This is an optimization exercise on Yosys and OpenROAD, whose aim is small area, a short achievable clock period and few clock cycles per item, not a production implementation.
RTL that was checked went through simulation tests only; none was proved equivalent to the original.
Power and IR drop assume default switching activity.

==> flow/design.v (excerpt) <==
module cnetz_rxdec (
    input  wire         clk,
    input  wire         rst,           
    input  wire         in_valid,
    output wire         in_ready,
    input  wire [149:0] in_frame,
    output reg          out_valid,
    input  wire         out_ready,
    output reg  [2:0]   out_stat,      
    output wire [63:0]  out_payload,
    output wire [5:0]   out_pad,
    output wire [19:0]  out_eflags,    
    output wire [4:0]   out_errcnt
);
For scale: ~1200 cells after synthesis.
clock: 10.0 ns
lec_check: 0
cap_margin: 20
core_margin: 2
core_utilization: 40
slew_margin: 20
synth_hierarchical: 1
synth_minimum_keep_size: 0
standard.sh (not shown) runs the stock make flow with config.mk's settings and CLKGATE_MAP_FILE= SYNTH_SCRIPT=/design/flow/synth_recipe.tcl, a recipe that flattens the netlist after the stock synthesis.
==> flow/flow/run.sh <==
#!/bin/bash
# The standard layout (standard.sh), with plain buf_1 cells as the port buffers.
export BUFFER_PORTS_ARGS="-buffer_cell sky130_fd_sc_hd__buf_1"
bash standard.sh > standard_run.log 2>&1
Rerun with:
--- a/flow/design.v
+++ b/flow/design.v
@@ -55,25 +55,24 @@
     wire [3:0] kc;
     cnetz_cube u_cube (.p({n39, n30, n34, n32}), .k(kc));
     wire n54; cnetz_xn2 u54 (.a(kc[0]), .b(n46), .y(n54));
     wire n55; cnetz_xn2 u55 (.a(kc[1]), .b(n45), .y(n55));
     wire n56; cnetz_xn2 u56 (.a(kc[2]), .b(n43), .y(n56));
     wire n57; cnetz_xn2 u57 (.a(kc[3]), .b(n38), .y(n57));
     wire n58; cnetz_or4 u58 (.a(n32), .b(n34), .c(n30), .d(n39), .y(n58));
-    wire n59; cnetz_or4 u59 (.a(n46), .b(n45), .c(n43), .d(n38), .y(n59));
-    wire n60; cnetz_nand2 u60 (.a(n46), .b(kc[1]), .y(n60));
-    wire n61; cnetz_nand2 u61 (.a(n45), .b(kc[0]), .y(n61));
-    wire n62; cnetz_nand2 u62 (.a(n43), .b(kc[3]), .y(n62));
-    wire n63; cnetz_nand2 u63 (.a(n38), .b(kc[2]), .y(n63));
-    wire n64; cnetz_x2 u64 (.a(n60), .b(n61), .y(n64));
-    wire n65; cnetz_x2 u65 (.a(n62), .b(n63), .y(n65));
-    wire n66; cnetz_xn2 u66 (.a(n64), .b(n65), .y(n66));
-    cnetz_nand4 u67 (.a(n54), .b(n55), .c(n56), .d(n57), .y(code[1]));
-    wire n68; cnetz_nor2 u68 (.a(n58), .b(n59), .y(n68));
-    cnetz_a31oi u69 (.a(code[1]), .b(n66), .c(n58), .d(n68), .y(code[0]));
+    wire n59; cnetz_nand2 u59 (.a(n46), .b(kc[1]), .y(n59));
+    wire n60; cnetz_nand2 u60 (.a(n45), .b(kc[0]), .y(n60));
+    wire n61; cnetz_nand2 u61 (.a(n43), .b(kc[3]), .y(n61));
+    wire n62; cnetz_nand2 u62 (.a(n38), .b(kc[2]), .y(n62));
+    wire n63; cnetz_x2 u63 (.a(n59), .b(n60), .y(n63));
+    wire n64; cnetz_x2 u64 (.a(n61), .b(n62), .y(n64));
+    wire n65; cnetz_xn2 u65 (.a(n63), .b(n64), .y(n65));
+    cnetz_nand4 u66 (.a(n54), .b(n55), .c(n56), .d(n57), .y(code[1]));
+    wire n67; cnetz_nor2 u67 (.a(n58), .b(code[1]), .y(n67));
+    cnetz_a31oi u68 (.a(code[1]), .b(n65), .c(n58), .d(n67), .y(code[0]));
 endmodule
 module cnetz_cube(p, k);
   input [3:0] p;
   wire [3:0] p;
   output [3:0] k;
   wire [3:0] k;
   wire _00_;
@@ -277,11 +276,9 @@
     wire e44; cnetz_maj ue44 (.a(e29), .b(e32), .c(e40), .y(e44));
     wire e45; cnetz_x2 ue45 (.a(e38), .b(e41), .y(e45));
     wire e46; cnetz_x2 ue46 (.a(e45), .b(e44), .y(e46));
     wire e47; cnetz_maj ue47 (.a(e38), .b(e41), .c(e44), .y(e47));
     cnetz_x2 ue48 (.a(e43), .b(e35), .y(o[2]));
     wire e49; cnetz_a2 ue49 (.a(e43), .b(e35), .y(e49));
     cnetz_x2 ue50 (.a(e46), .b(e49), .y(o[3]));
-    wire e51; cnetz_a2 ue51 (.a(e46), .b(e49), .y(e51));
-    cnetz_x2 ue52 (.a(e47), .b(e51), .y(o[4]));
-    wire e53; cnetz_a2 ue53 (.a(e47), .b(e51), .y(e53));
-endmodule
+    cnetz_a21o ue51 (.a(e46), .b(e49), .c(e47), .y(o[4]));
+endmodule
=>
- The new run completed without violations
- setup slack gains 42 ps
- wire length is higher by 1.2%
- count of clock-buffer cells in the layout is lower by 1
- global-route usage is higher by 0.50 points
- utilization barely changes
Testbench counts after the change, summed over its fixed seeds: cycles 4,008, items 4,000.
No functional check of the RTL was part of the first run of this note.

========
Another version of the RTL of cnetz_rxdec (not shown whole).
For scale: ~250 I/O pins, about 11000 sq um of cells after synthesis.
==> module cnetz_ecsum, before the edit <==
module cnetz_ecsum (input wire [9:0] a, input wire [9:0] b, output wire [4:0] o, output wire [14:0] ps);
    cnetz_x2 ue1 (.a(a[0]), .b(a[1]), .y(ps[0]));
    wire e2; cnetz_x2 ue2 (.a(b[0]), .b(b[1]), .y(e2));
    cnetz_a21o ue3 (.a(a[0]), .b(a[1]), .c(e2), .y(ps[1]));
    cnetz_a2 ue4 (.a(b[0]), .b(b[1]), .y(ps[2]));
    cnetz_x2 ue5 (.a(a[2]), .b(a[3]), .y(ps[3]));
    wire e6; cnetz_x2 ue6 (.a(b[2]), .b(b[3]), .y(e6));
    cnetz_a21o ue7 (.a(a[2]), .b(a[3]), .c(e6), .y(ps[4]));
    cnetz_a2 ue8 (.a(b[2]), .b(b[3]), .y(ps[5]));
    cnetz_x2 ue9 (.a(a[4]), .b(a[5]), .y(ps[6]));
    wire e10; cnetz_x2 ue10 (.a(b[4]), .b(b[5]), .y(e10));
    cnetz_a21o ue11 (.a(a[4]), .b(a[5]), .c(e10), .y(ps[7]));
    cnetz_a2 ue12 (.a(b[4]), .b(b[5]), .y(ps[8]));
    cnetz_x2 ue13 (.a(a[6]), .b(a[7]), .y(ps[9]));
    wire e14; cnetz_x2 ue14 (.a(b[6]), .b(b[7]), .y(e14));
    cnetz_a21o ue15 (.a(a[6]), .b(a[7]), .c(e14), .y(ps[10]));
    cnetz_a2 ue16 (.a(b[6]), .b(b[7]), .y(ps[11]));
    cnetz_x2 ue17 (.a(a[8]), .b(a[9]), .y(ps[12]));
    wire e18; cnetz_x2 ue18 (.a(b[8]), .b(b[9]), .y(e18));
    cnetz_a21o ue19 (.a(a[8]), .b(a[9]), .c(e18), .y(ps[13]));
    cnetz_a2 ue20 (.a(b[8]), .b(b[9]), .y(ps[14]));
    wire e21; cnetz_x2 ue21 (.a(ps[0]), .b(ps[3]), .y(e21));
    wire e22; cnetz_x2 ue22 (.a(e21), .b(ps[6]), .y(e22));
    wire e23; cnetz_nand2 ue23 (.a(ps[0]), .b(ps[3]), .y(e23));
    wire e24; cnetz_nand2 ue24 (.a(ps[0]), .b(ps[6]), .y(e24));
    wire e25; cnetz_nand2 ue25 (.a(ps[3]), .b(ps[6]), .y(e25));
    wire e26; cnetz_nand3 ue26 (.a(e23), .b(e24), .c(e25), .y(e26));
    wire e27; cnetz_x2 ue27 (.a(ps[9]), .b(ps[12]), .y(e27));
    cnetz_x2 ue28 (.a(e27), .b(e22), .y(o[0]));
    wire e29; cnetz_nand2 ue29 (.a(ps[9]), .b(ps[12]), .y(e29));
    wire e30; cnetz_nand2 ue30 (.a(ps[9]), .b(e22), .y(e30));
    wire e31; cnetz_nand2 ue31 (.a(ps[12]), .b(e22), .y(e31));
    wire e32; cnetz_nand3 ue32 (.a(e29), .b(e30), .c(e31), .y(e32));
    wire e33; cnetz_x2 ue33 (.a(ps[1]), .b(ps[4]), .y(e33));
    wire e34; cnetz_x2 ue34 (.a(e33), .b(ps[7]), .y(e34));
    wire e35; cnetz_nand2 ue35 (.a(ps[1]), .b(ps[4]), .y(e35));
    wire e36; cnetz_nand2 ue36 (.a(ps[1]), .b(ps[7]), .y(e36));
    wire e37; cnetz_nand2 ue37 (.a(ps[4]), .b(ps[7]), .y(e37));
    wire e38; cnetz_nand3 ue38 (.a(e35), .b(e36), .c(e37), .y(e38));
    wire e39; cnetz_x2 ue39 (.a(ps[10]), .b(ps[13]), .y(e39));
    wire e40; cnetz_x2 ue40 (.a(e39), .b(e26), .y(e40));
    wire e41; cnetz_nand2 ue41 (.a(ps[10]), .b(ps[13]), .y(e41));
    wire e42; cnetz_nand2 ue42 (.a(ps[10]), .b(e26), .y(e42));
    wire e43; cnetz_nand2 ue43 (.a(ps[13]), .b(e26), .y(e43));
    wire e44; cnetz_nand3 ue44 (.a(e41), .b(e42), .c(e43), .y(e44));
    wire e45; cnetz_x2 ue45 (.a(e34), .b(e40), .y(e45));
    cnetz_x2 ue46 (.a(e45), .b(e32), .y(o[1]));
    wire e47; cnetz_nand2 ue47 (.a(e34), .b(e40), .y(e47));
    wire e48; cnetz_nand2 ue48 (.a(e34), .b(e32), .y(e48));
    wire e49; cnetz_nand2 ue49 (.a(e40), .b(e32), .y(e49));
    wire e50; cnetz_nand3 ue50 (.a(e47), .b(e48), .c(e49), .y(e50));
    wire e51; cnetz_x2 ue51 (.a(ps[2]), .b(ps[5]), .y(e51));
    wire e52; cnetz_x2 ue52 (.a(e51), .b(ps[8]), .y(e52));
    wire e53; cnetz_nand2 ue53 (.a(ps[2]), .b(ps[5]), .y(e53));
    wire e54; cnetz_nand2 ue54 (.a(ps[2]), .b(ps[8]), .y(e54));
    wire e55; cnetz_nand2 ue55 (.a(ps[5]), .b(ps[8]), .y(e55));
    wire e56; cnetz_nand3 ue56 (.a(e53), .b(e54), .c(e55), .y(e56));
    wire e57; cnetz_x2 ue57 (.a(ps[11]), .b(ps[14]), .y(e57));
    wire e58; cnetz_x2 ue58 (.a(e57), .b(e52), .y(e58));
    wire e59; cnetz_nand2 ue59 (.a(ps[11]), .b(ps[14]), .y(e59));
    wire e60; cnetz_nand2 ue60 (.a(ps[11]), .b(e52), .y(e60));
    wire e61; cnetz_nand2 ue61 (.a(ps[14]), .b(e52), .y(e61));
    wire e62; cnetz_nand3 ue62 (.a(e59), .b(e60), .c(e61), .y(e62));
    wire e63; cnetz_x2 ue63 (.a(e38), .b(e44), .y(e63));
    wire e64; cnetz_x2 ue64 (.a(e63), .b(e58), .y(e64));
    wire e65; cnetz_nand2 ue65 (.a(e38), .b(e44), .y(e65));
    wire e66; cnetz_nand2 ue66 (.a(e38), .b(e58), .y(e66));
    wire e67; cnetz_nand2 ue67 (.a(e44), .b(e58), .y(e67));
    wire e68; cnetz_nand3 ue68 (.a(e65), .b(e66), .c(e67), .y(e68));
    wire e69; cnetz_x2 ue69 (.a(e56), .b(e62), .y(e69));
    wire e70; cnetz_x2 ue70 (.a(e69), .b(e68), .y(e70));
    wire e71; cnetz_nand2 ue71 (.a(e56), .b(e62), .y(e71));
    wire e72; cnetz_nand2 ue72 (.a(e56), .b(e68), .y(e72));
    wire e73; cnetz_nand2 ue73 (.a(e62), .b(e68), .y(e73));
    wire e74; cnetz_nand3 ue74 (.a(e71), .b(e72), .c(e73), .y(e74));
    cnetz_x2 ue75 (.a(e64), .b(e50), .y(o[2]));
    wire e76; cnetz_a2 ue76 (.a(e64), .b(e50), .y(e76));
    cnetz_x2 ue77 (.a(e70), .b(e76), .y(o[3]));
    cnetz_a21o ue78 (.a(e70), .b(e76), .c(e74), .y(o[4]));
endmodule
export LEC_CHECK = 0
export CAP_MARGIN = 20
export CORE_MARGIN = 2
export CORE_UTILIZATION = 40
export SLEW_MARGIN = 20
export SYNTH_HIERARCHICAL = 1
export SYNTH_MINIMUM_KEEP_SIZE = 0
create_clock -name core_clock -period 10.0 [get_ports {clk}]
Scripts as last shown in full above: flow/flow/run.sh
Testbench counts at the start, summed over its fixed seeds: cycles 4,008, items 4,000.
Then changed:
--- a/flow/design.v
+++ b/flow/design.v
@@ -262,43 +262,43 @@
     wire e29; cnetz_nand2 ue29 (.a(ps[9]), .b(ps[12]), .y(e29));
     wire e30; cnetz_nand2 ue30 (.a(ps[9]), .b(e22), .y(e30));
     wire e31; cnetz_nand2 ue31 (.a(ps[12]), .b(e22), .y(e31));
     wire e32; cnetz_nand3 ue32 (.a(e29), .b(e30), .c(e31), .y(e32));
-    wire e33; cnetz_x2 ue33 (.a(ps[1]), .b(ps[4]), .y(e33));
-    wire e34; cnetz_x2 ue34 (.a(e33), .b(ps[7]), .y(e34));
-    wire e35; cnetz_nand2 ue35 (.a(ps[1]), .b(ps[4]), .y(e35));
-    wire e36; cnetz_nand2 ue36 (.a(ps[1]), .b(ps[7]), .y(e36));
-    wire e37; cnetz_nand2 ue37 (.a(ps[4]), .b(ps[7]), .y(e37));
+    wire e33; cnetz_x2 ue33 (.a(e26), .b(ps[1]), .y(e33));
+    wire e34; cnetz_x2 ue34 (.a(e33), .b(ps[4]), .y(e34));
+    wire e35; cnetz_nand2 ue35 (.a(e26), .b(ps[1]), .y(e35));
+    wire e36; cnetz_nand2 ue36 (.a(e26), .b(ps[4]), .y(e36));
+    wire e37; cnetz_nand2 ue37 (.a(ps[1]), .b(ps[4]), .y(e37));
     wire e38; cnetz_nand3 ue38 (.a(e35), .b(e36), .c(e37), .y(e38));
-    wire e39; cnetz_x2 ue39 (.a(ps[10]), .b(ps[13]), .y(e39));
-    wire e40; cnetz_x2 ue40 (.a(e39), .b(e26), .y(e40));
-    wire e41; cnetz_nand2 ue41 (.a(ps[10]), .b(ps[13]), .y(e41));
-    wire e42; cnetz_nand2 ue42 (.a(ps[10]), .b(e26), .y(e42));
-    wire e43; cnetz_nand2 ue43 (.a(ps[13]), .b(e26), .y(e43));
+    wire e39; cnetz_x2 ue39 (.a(ps[7]), .b(ps[10]), .y(e39));
+    wire e40; cnetz_x2 ue40 (.a(e39), .b(ps[13]), .y(e40));
+    wire e41; cnetz_nand2 ue41 (.a(ps[7]), .b(ps[10]), .y(e41));
+    wire e42; cnetz_nand2 ue42 (.a(ps[7]), .b(ps[13]), .y(e42));
+    wire e43; cnetz_nand2 ue43 (.a(ps[10]), .b(ps[13]), .y(e43));
     wire e44; cnetz_nand3 ue44 (.a(e41), .b(e42), .c(e43), .y(e44));
-    wire e45; cnetz_x2 ue45 (.a(e34), .b(e40), .y(e45));
-    cnetz_x2 ue46 (.a(e45), .b(e32), .y(o[1]));
-    wire e47; cnetz_nand2 ue47 (.a(e34), .b(e40), .y(e47));
-    wire e48; cnetz_nand2 ue48 (.a(e34), .b(e32), .y(e48));
-    wire e49; cnetz_nand2 ue49 (.a(e40), .b(e32), .y(e49));
+    wire e45; cnetz_x2 ue45 (.a(e32), .b(e34), .y(e45));
+    cnetz_x2 ue46 (.a(e45), .b(e40), .y(o[1]));
+    wire e47; cnetz_nand2 ue47 (.a(e32), .b(e34), .y(e47));
+    wire e48; cnetz_nand2 ue48 (.a(e32), .b(e40), .y(e48));
+    wire e49; cnetz_nand2 ue49 (.a(e34), .b(e40), .y(e49));
     wire e50; cnetz_nand3 ue50 (.a(e47), .b(e48), .c(e49), .y(e50));
     wire e51; cnetz_x2 ue51 (.a(ps[2]), .b(ps[5]), .y(e51));
     wire e52; cnetz_x2 ue52 (.a(e51), .b(ps[8]), .y(e52));
     wire e53; cnetz_nand2 ue53 (.a(ps[2]), .b(ps[5]), .y(e53));
     wire e54; cnetz_nand2 ue54 (.a(ps[2]), .b(ps[8]), .y(e54));
     wire e55; cnetz_nand2 ue55 (.a(ps[5]), .b(ps[8]), .y(e55));
     wire e56; cnetz_nand3 ue56 (.a(e53), .b(e54), .c(e55), .y(e56));
     wire e57; cnetz_x2 ue57 (.a(ps[11]), .b(ps[14]), .y(e57));
-    wire e58; cnetz_x2 ue58 (.a(e57), .b(e52), .y(e58));
+    wire e58; cnetz_x2 ue58 (.a(e57), .b(e38), .y(e58));
     wire e59; cnetz_nand2 ue59 (.a(ps[11]), .b(ps[14]), .y(e59));
-    wire e60; cnetz_nand2 ue60 (.a(ps[11]), .b(e52), .y(e60));
-    wire e61; cnetz_nand2 ue61 (.a(ps[14]), .b(e52), .y(e61));
+    wire e60; cnetz_nand2 ue60 (.a(ps[11]), .b(e38), .y(e60));
+    wire e61; cnetz_nand2 ue61 (.a(ps[14]), .b(e38), .y(e61));
     wire e62; cnetz_nand3 ue62 (.a(e59), .b(e60), .c(e61), .y(e62));
-    wire e63; cnetz_x2 ue63 (.a(e38), .b(e44), .y(e63));
+    wire e63; cnetz_x2 ue63 (.a(e44), .b(e52), .y(e63));
     wire e64; cnetz_x2 ue64 (.a(e63), .b(e58), .y(e64));
-    wire e65; cnetz_nand2 ue65 (.a(e38), .b(e44), .y(e65));
-    wire e66; cnetz_nand2 ue66 (.a(e38), .b(e58), .y(e66));
-    wire e67; cnetz_nand2 ue67 (.a(e44), .b(e58), .y(e67));
+    wire e65; cnetz_nand2 ue65 (.a(e44), .b(e52), .y(e65));
+    wire e66; cnetz_nand2 ue66 (.a(e44), .b(e58), .y(e66));
+    wire e67; cnetz_nand2 ue67 (.a(e52), .b(e58), .y(e67));
     wire e68; cnetz_nand3 ue68 (.a(e65), .b(e66), .c(e67), .y(e68));
     wire e69; cnetz_x2 ue69 (.a(e56), .b(e62), .y(e69));
     wire e70; cnetz_x2 ue70 (.a(e69), .b(e68), .y(e70));
     wire e71; cnetz_nand2 ue71 (.a(e56), .b(e62), .y(e71));
Outcome: Clock skew barely changes. Wire length went up by a few percent. Count of clock-buffer cells in the layout went down by 1. Core utilization went down by 0.14 points. Power went down slightly. Sequential share of layout area stays flat. Worst hold slack got worse by 0.096 ns. Global-route usage went up by 0.50 points. Area after synthesis stays the same. Sequential power went up slightly. Design area went down slightly. Via count stays flat.
Only the layout flow was run in the second run of this note; the RTL was not checked for function there.

## port drivers added, routing unchanged
No port has a modelled driver above. Below, the same layouts with a new extraction and two added sets of constraints. Step 1 assumes that a clkbuf_16 drives the clock port and a buf_2 every other input. Step 2 adds t to the input delays and takes it off the output delays; t is the mean of the earliest and latest rising clock arrival at the registers after step 1. Input paths then give back, and output paths get back, about the clock's delay inside the block. a / b / c = ideal ports / drivers / drivers and shift; a / b = the first two.
run | t, ns | setup WS [ns] | worst hold slack (ns) | clock arrival spread, ns
the first run of note 1 | 0.391 | 5.175 / 5.128 / 5.162 | 0.818 / 0.818 / 0.818 | 0.011 / 0.012
the second run of note 1 | 0.389 | 5.216 / 5.171 / 5.161 | 0.814 / 0.814 / 0.814 | 0.011 / 0.011
the first run of note 2 | 0.381 | 5.355 / 5.316 / 5.112 | 0.959 / 0.959 / 0.959 | 0.009 / 0.009
the second run of note 2 | 0.401 | 5.190 / 5.142 / 5.139 | 0.863 / 0.863 / 0.863 | 0.008 / 0.008
After both steps setup and hold are still met in every run listed. For the first run of note 2, which loses most, drivers alone change the setup slack by -0.039 ns; drivers and shift together by -0.243 ns.
